This design comes from an exercise in tuning for small area, a short achievable clock period and few clock cycles per item on the open sky130 flow, not from production work. RTL that was checked went through simulation tests only; none was proved equivalent to the original. Power figures rest on the tool's default switching activity, not on a simulated workload.

==> run a: inputs <==
==> flow/design.v <==
module gpcf_csum (
    input  wire [1:0] b0,
    input  wire [6:0] b2,
    input  wire [6:0] b3,
    output wire [6:0] sum
);
    assign sum = {5'd0, b0} + b2 + b3;
endmodule
module gpcf_dstep #(parameter W = 6) (
    input  wire [W-1:0] a,
    input  wire [4:0]   s,
    output wire         c,
    output wire [4:0]   r
);
    wire [W-1:0] b = {{(W-5){1'b0}}, s};
    wire [W:0]   bw;                             
    assign bw[0] = 1'b0;
    genvar j;
    generate for (j = 0; j < W; j = j + 1) begin : g_b
        assign bw[j+1] = (~a[j] & b[j]) | ((~a[j] | b[j]) & bw[j]);
    end endgenerate
    assign c = ~bw[W];
    generate for (j = 0; j < 5; j = j + 1) begin : g_r
        assign r[j] = a[j] ^ (c & (b[j] ^ bw[j]));
    end endgenerate
endmodule
module gpcf_cmp #(parameter W = 5) (
    input  wire [W-1:0] a,
    input  wire [W-1:0] b,
    input  wire         z,
    output wire         ge
);
    wire [W:0] bw;
    assign bw[0] = z;
    genvar j;
    generate for (j = 0; j < W; j = j + 1) begin : g_b
        assign bw[j+1] = (~a[j] & b[j]) | ((~a[j] | b[j]) & bw[j]);
    end endgenerate
    assign ge = ~bw[W];
endmodule
module gpcf_dstep0 (
    input  wire [4:0] a,
    input  wire [4:0] s,
    input  wire       z,
    output wire       c,
    output wire [4:0] r
);
    wire [5:0] bw;
    wire [5:0] dz;                               
    assign bw[0] = z;
    assign dz[0] = z;
    genvar j;
    generate for (j = 0; j < 5; j = j + 1) begin : g_b
        assign bw[j+1] = (~a[j] & s[j]) | ((~a[j] | s[j]) & bw[j]);
        assign dz[j+1] = ~a[j] & dz[j];
    end endgenerate
    assign c = ~bw[5];
    generate for (j = 0; j < 5; j = j + 1) begin : g_r
        assign r[j] = a[j] ^ (c ? (s[j] ^ bw[j]) : dz[j]);
    end endgenerate
endmodule
module gpcf (
    input  wire        clk,
    input  wire        rst,
    input  wire [4:0]  cfg_size,
    input  wire        cfg_white_sets,
    input  wire        cfg_reject_b2_bit3,
    input  wire        in_valid,
    output wire        in_ready,
    input  wire [2:0]  in_op,
    input  wire [31:0] in_data,
    input  wire [2:0]  in_kind,
    input  wire        in_seq,
    input  wire        in_ack,
    input  wire        in_colour,
    input  wire [7:0]  in_x,
    input  wire [7:0]  in_y,
    output reg         o_valid,
    output reg  [3:0]  o_ev,
    output reg  [1:0]  o_abort,
    output reg  [1:0]  o_status,
    output wire [7:0]  o_byte,
    output wire [31:0] o_frame,
    output wire [2:0]  o_kind,
    output wire [9:0]  o_value,
    output wire        o_seq,
    output wire        o_ack,
    output wire        o_colour,
    output wire [7:0]  o_x,
    output wire [7:0]  o_y
);
    localparam OP_RX_BYTE   = 3'd0;
    localparam OP_RX_END    = 3'd1;
    localparam OP_KILL      = 3'd2;
    localparam OP_TX_PACKET = 3'd3;
    localparam OP_TX_TALK   = 3'd4;
    localparam OP_PACK      = 3'd5;
    localparam OP_UNPACK    = 3'd6;
    localparam OP_DECODE    = 3'd7;
    localparam EV_NONE       = 4'd0;
    localparam EV_TALK       = 4'd1;
    localparam EV_PACKET     = 4'd2;
    localparam EV_FRAME_DROP = 4'd3;
    localparam EV_NOISE      = 4'd4;
    localparam EV_TERMINATED = 4'd5;
    localparam EV_REFUSED    = 4'd6;
    localparam EV_WIRE_PKT   = 4'd7;
    localparam EV_WIRE_TALK  = 4'd8;
    localparam EV_TX_BROKEN  = 4'd9;
    localparam EV_PACK       = 4'd10;
    localparam EV_UNPACK     = 4'd11;
    localparam EV_DECODE     = 4'd12;
    localparam EV_TERM_KILL  = 4'd13;
    assign in_ready = 1'b1;
    reg [4:0] size_q;
    reg       white_sets_q;
    reg       reject_q;
    always @(posedge clk)
        if (rst) begin
            size_q       <= cfg_size;
            white_sets_q <= cfg_white_sets;
            reject_q     <= cfg_reject_b2_bit3;
        end
    wire size_ok = (size_q != 5'd0) && (size_q <= 5'd22);
    reg [22:0] w1;
    reg        f1;
    always @(*) begin
        w1 = {in_data[25:24], in_data[22:16], in_data[14:8], in_data[6:0]};
        f1 = (in_data[31:26] != 6'd0) || !in_data[23] || !in_data[15] || !in_data[7];
        case (in_op)
            OP_RX_BYTE:
                f1 = in_data[7];
            OP_TX_PACKET, OP_UNPACK: begin
                w1[22:21] = {in_ack, in_seq};
                w1[13:7]  = {in_kind, 1'b0, in_data[9:7]};
            end
            OP_TX_TALK:
                f1 = (in_data[15:7] != 9'd0) || (in_data[6:2] == 5'd0) || (in_data[6:0] == 7'h7F);
            OP_PACK: begin
                w1[20:16] = in_x[4:0];
                w1[13:9]  = in_y[4:0];
                w1[22]    = (in_colour == white_sets_q);
                w1[21]    = (in_x == 8'hFF) && (in_y == 8'hFF);
                f1        = (in_x[7:5] != 3'd0) || (in_y[7:5] != 3'd0);
            end
            default: ;
        endcase
    end
    reg        r1_valid;
    reg [2:0]  r1_op;
    reg [22:0] r1_w;
    reg        r1_f;
    always @(posedge clk) begin
        r1_valid <= in_valid && !rst;
        r1_op    <= in_op;
        r1_w     <= w1;
        r1_f     <= f1;
    end
    reg  [1:0] cnt;       
    reg        term;      
    reg  [1:0] fb0;       
    reg  [6:0] fb1, fb2;
    wire [6:0] rb  = r1_w[6:0];
    wire       hi  = r1_f;                      
    wire       sof = !hi && (rb[6:2] == 5'd0);
    wire       tn  = !term;
    wire       rx  = (r1_op == OP_RX_BYTE);
    wire       fin = rx && tn && hi && (cnt == 2'd3);    
    reg [3:0] ev1;
    reg [1:0] ab2;
    always @(*) begin
        ev1 = EV_NONE;
        ab2 = 2'd0;
        case (r1_op)
            OP_RX_BYTE:
                if (!tn)              ev1 = EV_REFUSED;
                else if (sof)         ab2 = cnt;
                else if (!hi)         ev1 = EV_TALK;
                else if (cnt == 2'd0) ev1 = EV_NOISE;
                else if (cnt == 2'd3) ev1 = EV_PACKET;
            OP_RX_END: if (tn) begin ev1 = EV_TERMINATED; ab2 = cnt; end
            OP_KILL:   if (tn) begin ev1 = EV_TERM_KILL;  ab2 = cnt; end
            OP_TX_PACKET: ev1 = tn ? EV_WIRE_PKT  : EV_TX_BROKEN;
            OP_TX_TALK:   ev1 = tn ? EV_WIRE_TALK : EV_TX_BROKEN;
            OP_PACK:      ev1 = EV_PACK;
            OP_UNPACK:    ev1 = EV_UNPACK;
            default:      ev1 = EV_DECODE;
        endcase
    end
    always @(posedge clk) begin
        if (rst) begin
            cnt  <= 2'd0;
            term <= 1'b0;
        end else if (r1_valid && tn) begin
            if (rx) begin
                if (sof) cnt <= 2'd1;
                else if (hi && cnt != 2'd0) cnt <= cnt + 2'd1;
            end else if (r1_op == OP_RX_END || r1_op == OP_KILL) begin
                cnt  <= 2'd0;
                term <= 1'b1;
            end
        end
    end
    always @(posedge clk) begin
        if (r1_valid && tn && rx && sof)                   fb0 <= rb[1:0];
        if (r1_valid && tn && rx && hi && cnt == 2'd1)     fb1 <= rb;
        if (r1_valid && tn && rx && hi && cnt == 2'd2)     fb2 <= rb;
    end
    wire [1:0] b0 = rx ? fb0 : r1_w[22:21];
    wire [6:0] b1 = rx ? fb1 : r1_w[20:14];
    wire [6:0] b2 = rx ? fb2 : r1_w[13:7];
    wire [6:0] b3 = r1_w[6:0];
    wire       sf = !rx && r1_f;                
    wire [6:0] sum;
    gpcf_csum u_csum (.b0(b0), .b2(b2), .b3(b3), .sum(sum));
    wire [1:0] dstat = sf                     ? 2'd1 :
                       (reject_q && b2[3])    ? 2'd2 :
                       (sum != b1)            ? 2'd3 : 2'd0;
    wire [4:0] px = r1_w[20:16];
    wire [4:0] py = r1_w[13:9];
    wire       p_cbit = r1_w[22];
    wire       p_pass = r1_w[21];
    wire       px_ge, py_ge;
    gpcf_cmp #(5) u_cx (.a(px), .b(size_q), .z(1'b0), .ge(px_ge));
    gpcf_cmp #(5) u_cy (.a(py), .b(size_q), .z(1'b0), .ge(py_ge));
    wire       p_in   = !r1_f && !px_ge && !py_ge;
    wire [1:0] p_stat = !size_ok ? 2'd1 : (p_pass || p_in) ? 2'd0 : 2'd2;
    wire [8:0] p_pos  = py * size_q + px + 9'd1;
    wire [9:0] p_val  = {p_cbit, p_pass ? 9'd0 : p_pos};
    wire [8:0] up  = {r1_w[8:7], r1_w[6:0]};
    wire [5:0] uz;                         
    assign uz[0] = 1'b1;
    genvar gj;
    generate for (gj = 0; gj < 5; gj = gj + 1) begin : g_uz
        assign uz[gj+1] = uz[gj] & ~up[gj];
    end endgenerate
    wire       u_zero = uz[5] && (up[8:5] == 4'd0);
    wire       u_col  = r1_w[9] ~^ white_sets_q;
    wire [3:0] ud     = up[3:0] ^ uz[3:0];          
    wire       u_ovf;                               
    gpcf_cmp #(5) u_co (.a({1'b0, up[8:5]}), .b(size_q), .z(uz[5]), .ge(u_ovf));
    wire [4:0] uq;
    wire [4:0] ur4, ur3, ur2;
    gpcf_dstep0    u_s4 (.a(up[8:4]),        .s(size_q), .z(uz[4]), .c(uq[4]), .r(ur4));
    gpcf_dstep #(6) u_s3 (.a({ur4, ud[3]}),  .s(size_q), .c(uq[3]), .r(ur3));
    gpcf_dstep #(6) u_s2 (.a({ur3, ud[2]}),  .s(size_q), .c(uq[2]), .r(ur2));
    reg [3:0]  ev2;
    reg [1:0]  st2;
    reg [22:0] w2;
    reg        hi2;
    always @(*) begin
        ev2 = ev1;
        st2 = 2'd0;
        w2  = {b0, b1, b2, b3};
        hi2 = !(ev1 == EV_TALK || ev1 == EV_WIRE_TALK);
        case (ev1)
            EV_PACKET: begin
                ev2 = (dstat == 2'd0) ? EV_PACKET : EV_FRAME_DROP;
                st2 = dstat;
            end
            EV_TERMINATED: st2 = 2'd1;
            EV_TERM_KILL: begin
                ev2 = EV_TERMINATED;
                st2 = 2'd2;
            end
            EV_WIRE_PKT: w2[20:14] = sum;
            EV_WIRE_TALK: if (r1_f) w2[6:0] = 7'h3F;
            EV_DECODE: st2 = dstat;
            EV_PACK: begin
                st2 = p_stat;
                {w2[9:7], w2[6:0]} = p_val;
            end
            EV_UNPACK: begin
                w2[22:21] = ud[1:0];
                w2[19:14] = {u_col, ur2};
                w2[11:7]  = {u_ovf, u_zero, uq[4:2]};
            end
            default: ;
        endcase
    end
    reg        r2_valid;
    reg [3:0]  r2_ev;
    reg [1:0]  r2_ab;
    reg [1:0]  r2_st;
    reg [22:0] r2_w;
    reg        r2_hi;
    always @(posedge clk) begin
        r2_valid <= r1_valid && !rst;
        r2_ev    <= ev2;
        r2_ab    <= ab2;
        r2_st    <= st2;
        r2_w     <= w2;
        r2_hi    <= hi2;
    end
    wire [4:0] v_r2   = r2_w[18:14];
    wire [1:0] v_d    = r2_w[22:21];
    wire       v_zero = r2_w[10];
    wire       v_ovf  = r2_w[11];
    wire [4:0] vq;
    wire [4:0] vr1, vr0;
    assign vq[4:2] = r2_w[9:7];
    gpcf_dstep #(6) u_s1 (.a({v_r2, v_d[1]}), .s(size_q), .c(vq[1]), .r(vr1));
    gpcf_dstep #(6) u_s0 (.a({vr1, v_d[0]}),  .s(size_q), .c(vq[0]), .r(vr0));
    wire       vq_ge;
    gpcf_cmp #(5) u_cq (.a(vq), .b(size_q), .z(1'b0), .ge(vq_ge));
    wire [1:0] v_stat = !size_ok ? 2'd1 : v_zero ? 2'd0 : (v_ovf || vq_ge) ? 2'd2 : 2'd0;
    reg [1:0]  st3;
    reg [22:0] w3;
    reg        neg3;
    always @(*) begin
        st3  = r2_st;
        w3   = r2_w;
        neg3 = 1'b0;
        if (r2_ev == EV_UNPACK) begin
            st3       = v_stat;
            neg3      = v_zero;
            w3[18:14] = v_zero ? 5'h1F : vr0;
            w3[4:0]   = v_zero ? 5'h1F : vq;
        end
    end
    reg [22:0] ow;
    reg        ohi, oneg;
    always @(posedge clk) begin
        o_valid  <= r2_valid && !rst;
        o_ev     <= r2_ev;
        o_abort  <= r2_ab;
        o_status <= st3;
        ow       <= w3;
        ohi      <= r2_hi;
        oneg     <= neg3;
    end
    wire [1:0] of0 = ow[22:21];
    wire [6:0] of1 = ow[20:14];
    wire [6:0] of2 = ow[13:7];
    wire [6:0] of3 = ow[6:0];
    assign o_frame  = {{6{oneg}}, of0, ohi, of1, ohi, of2, ohi, of3};
    assign o_byte   = {ohi, of3};
    assign o_kind   = of2[6:4];
    assign o_value  = {of2[2:0], of3};
    assign o_seq    = of0[0];
    assign o_ack    = of0[1];
    assign o_colour = of1[5];
    assign o_x      = {{3{oneg}}, of1[4:0]};
    assign o_y      = {{3{oneg}}, of3[4:0]};
endmodule
==> flow/flow/run.sh <==
#!/bin/bash
# Standard synthesis and layout (the standard.sh), with single-drive
# port buffers and timing repair aimed beyond the constraint's slack.
set -euo pipefail
export BUFFER_PORTS_ARGS="-buffer_cell sky130_fd_sc_hd__buf_1"
export SETUP_SLACK_MARGIN=12.6
bash standard.sh synth > synth.log 2>&1
bash standard.sh > layout.log 2>&1
==> flow/standard.sh <==
#!/bin/bash
# synth_recipe.tcl (not shown) runs the flow's synth.tcl, then flattens the netlist and writes it again
# the make line also repeats each setting of config.mk as NAME=value (left out here)
make -C /OpenROAD-flow-scripts/flow DESIGN_CONFIG=/design/flow/config.mk WORK_HOME=/design/flow/orfs CLKGATE_MAP_FILE= SYNTH_SCRIPT=/design/flow/synth_recipe.tcl "${@:-finish}"
==> flow/config.mk <==
export PLATFORM = sky130hd
export DESIGN_NAME = gpcf
export DESIGN_NICKNAME = gpcf
export VERILOG_FILES = /design/flow/design.v
export SDC_FILE = /design/flow/constraint.sdc
export NUM_CORES = 4
export LEC_CHECK = 0
export ABC_AREA = 1
export CAP_MARGIN = 20
export CORE_MARGIN = 2
export CORE_UTILIZATION = 70
export CTS_BUF_LIST = sky130_fd_sc_hd__clkbuf_8
export PLACE_DENSITY = 0.7
export SLEW_MARGIN = 20
==> flow/constraint.sdc <==
create_clock -name core_clock -period 17.0 [get_ports {clk}]
set_input_delay 3.4000 -clock core_clock [delete_from_list [all_inputs] [get_ports {clk}]]
set_output_delay 3.4000 -clock core_clock [all_outputs]
set_load 0.01 [all_outputs]
==> run b: changes against run a <==
--- a/flow/design.v
+++ b/flow/design.v
@@ -159,3 +159,3 @@
     reg  [1:0] cnt;       
-    reg        term;      
+    reg  [1:0] term;      
     reg  [1:0] fb0;       
@@ -165,3 +165,3 @@
     wire       sof = !hi && (rb[6:2] == 5'd0);
-    wire       tn  = !term;
+    wire       tn  = (term == 2'd0);
     wire       rx  = (r1_op == OP_RX_BYTE);
@@ -192,3 +192,3 @@
             cnt  <= 2'd0;
-            term <= 1'b0;
+            term <= 2'd0;
         end else if (r1_valid && tn) begin
@@ -199,3 +199,3 @@
                 cnt  <= 2'd0;
-                term <= 1'b1;
+                term <= r1_op[1:0];
             end
@@ -227,4 +227,3 @@
     wire [1:0] p_stat = !size_ok ? 2'd1 : (p_pass || p_in) ? 2'd0 : 2'd2;
-    wire [8:0] p_pos  = py * size_q + px + 9'd1;
-    wire [9:0] p_val  = {p_cbit, p_pass ? 9'd0 : p_pos};
+    wire [8:0] p_row  = py * size_q;
     wire [8:0] up  = {r1_w[8:7], r1_w[6:0]};
@@ -270,3 +269,4 @@
                 st2 = p_stat;
-                {w2[9:7], w2[6:0]} = p_val;
+                w2[22:14] = p_row;
+                w2[6:0]   = {p_cbit, p_pass, px};
             end
@@ -294,2 +294,8 @@
     end
+    wire [8:0] q_row  = r2_w[22:14];
+    wire       q_cbit = r2_w[6];
+    wire       q_pass = r2_w[5];
+    wire [4:0] q_x    = r2_w[4:0];
+    wire [8:0] q_pos  = q_row + q_x + 9'd1;
+    wire [9:0] q_val  = {q_cbit, q_pass ? 9'd0 : q_pos};
     wire [4:0] v_r2   = r2_w[18:14];
@@ -313,3 +319,6 @@
         neg3 = 1'b0;
-        if (r2_ev == EV_UNPACK) begin
+        if (r2_ev == EV_PACK) begin
+            w3[9:7] = q_val[9:7];
+            w3[6:0] = q_val[6:0];
+        end else if (r2_ev == EV_UNPACK) begin
             st3       = v_stat;
--- a/flow/flow/run.sh
+++ b/flow/flow/run.sh
@@ -5,3 +5,3 @@
 export BUFFER_PORTS_ARGS="-buffer_cell sky130_fd_sc_hd__buf_1"
-export SETUP_SLACK_MARGIN=12.6
+export SETUP_SLACK_MARGIN=12.5
 bash standard.sh synth > synth.log 2>&1
- CORE_UTILIZATION: 70 -> 55
- PLACE_DENSITY: 0.7 -> unset
==> run c: changes against run a <==
--- a/flow/design.v
+++ b/flow/design.v
@@ -124,2 +124,51 @@
     wire size_ok = (size_q != 5'd0) && (size_q <= 5'd22);
+    reg  [1:0] cnt;       
+    reg  [1:0] term;      
+    reg  [1:0] fb0;       
+    reg  [6:0] fb1, fb2;
+    wire [7:0] rb  = in_data[7:0];
+    wire       sof = (rb[7:2] == 6'd0);
+    wire       hi  = rb[7];
+    wire       tn  = (term == 2'd0);
+    wire       rx  = (in_op == OP_RX_BYTE);
+    reg [3:0] ev1;
+    reg [1:0] ab1;
+    always @(*) begin
+        ev1 = EV_NONE;
+        ab1 = 2'd0;
+        case (in_op)
+            OP_RX_BYTE:
+                if (!tn)              ev1 = EV_REFUSED;
+                else if (sof)         ab1 = cnt;
+                else if (!hi)         ev1 = EV_TALK;
+                else if (cnt == 2'd0) ev1 = EV_NOISE;
+                else if (cnt == 2'd3) ev1 = EV_PACKET;
+            OP_RX_END: if (tn) begin ev1 = EV_TERMINATED; ab1 = cnt; end
+            OP_KILL:   if (tn) begin ev1 = EV_TERM_KILL;  ab1 = cnt; end
+            OP_TX_PACKET: ev1 = tn ? EV_WIRE_PKT  : EV_TX_BROKEN;
+            OP_TX_TALK:   ev1 = tn ? EV_WIRE_TALK : EV_TX_BROKEN;
+            OP_PACK:      ev1 = EV_PACK;
+            OP_UNPACK:    ev1 = EV_UNPACK;
+            default:      ev1 = EV_DECODE;
+        endcase
+    end
+    always @(posedge clk) begin
+        if (rst) begin
+            cnt  <= 2'd0;
+            term <= 2'd0;
+        end else if (in_valid && tn) begin
+            if (rx) begin
+                if (sof) cnt <= 2'd1;
+                else if (hi && cnt != 2'd0) cnt <= cnt + 2'd1;
+            end else if (in_op == OP_RX_END || in_op == OP_KILL) begin
+                cnt  <= 2'd0;
+                term <= in_op[1:0];
+            end
+        end
+    end
+    always @(posedge clk) begin
+        if (in_valid && tn && rx && sof)                   fb0 <= rb[1:0];
+        if (in_valid && tn && rx && hi && cnt == 2'd1)     fb1 <= rb[6:0];
+        if (in_valid && tn && rx && hi && cnt == 2'd2)     fb2 <= rb[6:0];
+    end
     reg [22:0] w1;
@@ -130,4 +179,6 @@
         case (in_op)
-            OP_RX_BYTE:
-                f1 = in_data[7];
+            OP_RX_BYTE: begin
+                w1[22:7] = {fb0, fb1, fb2};
+                f1 = 1'b0;
+            end
             OP_TX_PACKET, OP_UNPACK: begin
@@ -149,3 +200,4 @@
     reg        r1_valid;
-    reg [2:0]  r1_op;
+    reg [3:0]  r1_ev;
+    reg [1:0]  r1_ab;
     reg [22:0] r1_w;
@@ -154,3 +206,4 @@
         r1_valid <= in_valid && !rst;
-        r1_op    <= in_op;
+        r1_ev    <= ev1;
+        r1_ab    <= ab1;
         r1_w     <= w1;
@@ -158,60 +211,9 @@
     end
-    reg  [1:0] cnt;       
-    reg        term;      
-    reg  [1:0] fb0;       
-    reg  [6:0] fb1, fb2;
-    wire [6:0] rb  = r1_w[6:0];
-    wire       hi  = r1_f;                      
-    wire       sof = !hi && (rb[6:2] == 5'd0);
-    wire       tn  = !term;
-    wire       rx  = (r1_op == OP_RX_BYTE);
-    wire       fin = rx && tn && hi && (cnt == 2'd3);    
-    reg [3:0] ev1;
-    reg [1:0] ab2;
-    always @(*) begin
-        ev1 = EV_NONE;
-        ab2 = 2'd0;
-        case (r1_op)
-            OP_RX_BYTE:
-                if (!tn)              ev1 = EV_REFUSED;
-                else if (sof)         ab2 = cnt;
-                else if (!hi)         ev1 = EV_TALK;
-                else if (cnt == 2'd0) ev1 = EV_NOISE;
-                else if (cnt == 2'd3) ev1 = EV_PACKET;
-            OP_RX_END: if (tn) begin ev1 = EV_TERMINATED; ab2 = cnt; end
-            OP_KILL:   if (tn) begin ev1 = EV_TERM_KILL;  ab2 = cnt; end
-            OP_TX_PACKET: ev1 = tn ? EV_WIRE_PKT  : EV_TX_BROKEN;
-            OP_TX_TALK:   ev1 = tn ? EV_WIRE_TALK : EV_TX_BROKEN;
-            OP_PACK:      ev1 = EV_PACK;
-            OP_UNPACK:    ev1 = EV_UNPACK;
-            default:      ev1 = EV_DECODE;
-        endcase
-    end
-    always @(posedge clk) begin
-        if (rst) begin
-            cnt  <= 2'd0;
-            term <= 1'b0;
-        end else if (r1_valid && tn) begin
-            if (rx) begin
-                if (sof) cnt <= 2'd1;
-                else if (hi && cnt != 2'd0) cnt <= cnt + 2'd1;
-            end else if (r1_op == OP_RX_END || r1_op == OP_KILL) begin
-                cnt  <= 2'd0;
-                term <= 1'b1;
-            end
-        end
-    end
-    always @(posedge clk) begin
-        if (r1_valid && tn && rx && sof)                   fb0 <= rb[1:0];
-        if (r1_valid && tn && rx && hi && cnt == 2'd1)     fb1 <= rb;
-        if (r1_valid && tn && rx && hi && cnt == 2'd2)     fb2 <= rb;
-    end
-    wire [1:0] b0 = rx ? fb0 : r1_w[22:21];
-    wire [6:0] b1 = rx ? fb1 : r1_w[20:14];
-    wire [6:0] b2 = rx ? fb2 : r1_w[13:7];
+    wire [1:0] b0 = r1_w[22:21];
+    wire [6:0] b1 = r1_w[20:14];
+    wire [6:0] b2 = r1_w[13:7];
     wire [6:0] b3 = r1_w[6:0];
-    wire       sf = !rx && r1_f;                
     wire [6:0] sum;
     gpcf_csum u_csum (.b0(b0), .b2(b2), .b3(b3), .sum(sum));
-    wire [1:0] dstat = sf                     ? 2'd1 :
+    wire [1:0] dstat = r1_f                   ? 2'd1 :
                        (reject_q && b2[3])    ? 2'd2 :
@@ -227,4 +229,3 @@
     wire [1:0] p_stat = !size_ok ? 2'd1 : (p_pass || p_in) ? 2'd0 : 2'd2;
-    wire [8:0] p_pos  = py * size_q + px + 9'd1;
-    wire [9:0] p_val  = {p_cbit, p_pass ? 9'd0 : p_pos};
+    wire [8:0] p_row  = py * size_q;
     wire [8:0] up  = {r1_w[8:7], r1_w[6:0]};
@@ -251,7 +252,7 @@
     always @(*) begin
-        ev2 = ev1;
+        ev2 = r1_ev;
         st2 = 2'd0;
-        w2  = {b0, b1, b2, b3};
-        hi2 = !(ev1 == EV_TALK || ev1 == EV_WIRE_TALK);
-        case (ev1)
+        w2  = r1_w;
+        hi2 = !(r1_ev == EV_TALK || r1_ev == EV_WIRE_TALK);
+        case (r1_ev)
             EV_PACKET: begin
@@ -270,3 +271,4 @@
                 st2 = p_stat;
-                {w2[9:7], w2[6:0]} = p_val;
+                w2[22:14] = p_row;
+                w2[6:0]   = {p_cbit, p_pass, px};
             end
@@ -289,3 +291,3 @@
         r2_ev    <= ev2;
-        r2_ab    <= ab2;
+        r2_ab    <= r1_ab;
         r2_st    <= st2;
@@ -294,2 +296,8 @@
     end
+    wire [8:0] q_row  = r2_w[22:14];
+    wire       q_cbit = r2_w[6];
+    wire       q_pass = r2_w[5];
+    wire [4:0] q_x    = r2_w[4:0];
+    wire [8:0] q_pos  = q_row + q_x + 9'd1;
+    wire [9:0] q_val  = {q_cbit, q_pass ? 9'd0 : q_pos};
     wire [4:0] v_r2   = r2_w[18:14];
@@ -313,3 +321,6 @@
         neg3 = 1'b0;
-        if (r2_ev == EV_UNPACK) begin
+        if (r2_ev == EV_PACK) begin
+            w3[9:7] = q_val[9:7];
+            w3[6:0] = q_val[6:0];
+        end else if (r2_ev == EV_UNPACK) begin
             st3       = v_stat;
--- a/flow/flow/run.sh
+++ b/flow/flow/run.sh
@@ -5,3 +5,3 @@
 export BUFFER_PORTS_ARGS="-buffer_cell sky130_fd_sc_hd__buf_1"
-export SETUP_SLACK_MARGIN=12.6
+export SETUP_SLACK_MARGIN=12.5
 bash standard.sh synth > synth.log 2>&1
- CORE_UTILIZATION: 70 -> 55
- PLACE_DENSITY: 0.7 -> unset
==> summary of the runs <==
- The lowest total power belongs to run a, the highest to run b.
- The lowest synthesized cell count belongs to run a, the highest to run b.
- The lowest core utilization belongs to run b, the highest to run a.
- Between run c and run a, the lower via count is in run a (gap about 3%, measured against run a).
- Against run a, the count of clock-buffer cells in the layout of run b is lower by 1.
- The lowest global-route usage belongs to run c, the highest to run a.
- Register-to-register slack, lowest first: run b, run a, run c.
- Critical path depth is the same in run b and run a.
==> figures <==
Run status: run b timing/DRC/antenna clean; run a timing/DRC/antenna clean; run c timing/DRC/antenna clean
Avg Synthesized Cell Area: run b 7.56 um^2; run a 7.66 um^2; run c 7.65 um^2
Area taken by flip-flops and latches: run b 2680 um^2; run a 2660 um^2; run c 2740 um^2
Combined global-route utilization of all metal layers: run b 28.8%; run a 32.9%; run c 27.6%
Sum of met2 wire segment lengths after detailed routing: run b 9370 um; run a 7800 um; run c 9230 um
Post-Layout Cell Count: run b 1302; run a 1187; run c 1275
Global-route met1 utilization: run b 38.4%; run a 42.4%; run c 35.6%
Drt first pass iters: run b 8; run a 5; run c 5
Number of tap cells inserted: run b 180; run a 136; run c 176
Adder-cell area share of the yosys netlist: run b 9.31%; run a 10.3%; run c 9.50%
Average via count per standard cell: run b 5.30; run a 5.53; run c 5.31
Fraction of synthesized cell area taken by the top area cell type: run b 25.8%; run a 27.2%; run c 27.1%
Wire length of the first global-routing pass: run b 32600 um; run a 28400 um; run c 31300 um
Floorplan row count: run b 43; run a 37; run c 42
Number of cells on the worst reg-to-reg path: run b 17; run a 14; run c 17
Maximum achievable frequency: run b 227 MHz; run a 229 MHz; run c 223 MHz
Initial Utilization: run b 55.8%; run a 70.9%; run c 56.7%
Height of the die: run b 122 um; run a 106 um; run c 121 um
Testbench counts of run a, summed over its fixed seeds: cycles 32,016, items 32,000.
Testbench counts of run c, summed over its fixed seeds: cycles 32,016, items 32,000.
For run b, only the layout was checked, not whether the RTL still works.

-- separate check: timing with driven ports --
How much do the figures lean on ideal ports? The routed layouts below were timed once more, with nothing changed but the port constraints. Step 1: set_driving_cell puts a clkbuf_16 on clk and a buf_2 on each other input, an assumption about the parent block. Step 2 times the ports against the registers' clock, not the clock port: input delays grow and output delays shrink by t, the midpoint of the rising clock arrivals with the driver on. Three values: ideal ports, drivers, drivers and shift; two values: the first two.
run | t, ns | setup WS [ns] | hold WS [ns]
run a | 0.474 | 12.632 / 12.595 / 12.348 | 0.328 / 0.328 / 0.328
run b | 0.479 | 12.589 / 12.550 / 12.209 | 0.330 / 0.330 / 0.330
run c | 0.486 | 12.515 / 12.525 / 12.039 | 0.330 / 0.330 / 0.330
After both steps every run listed still meets setup and hold. The setup slack of run c, which loses most, moves by +0.010 ns with the drivers and by -0.476 ns with both steps.
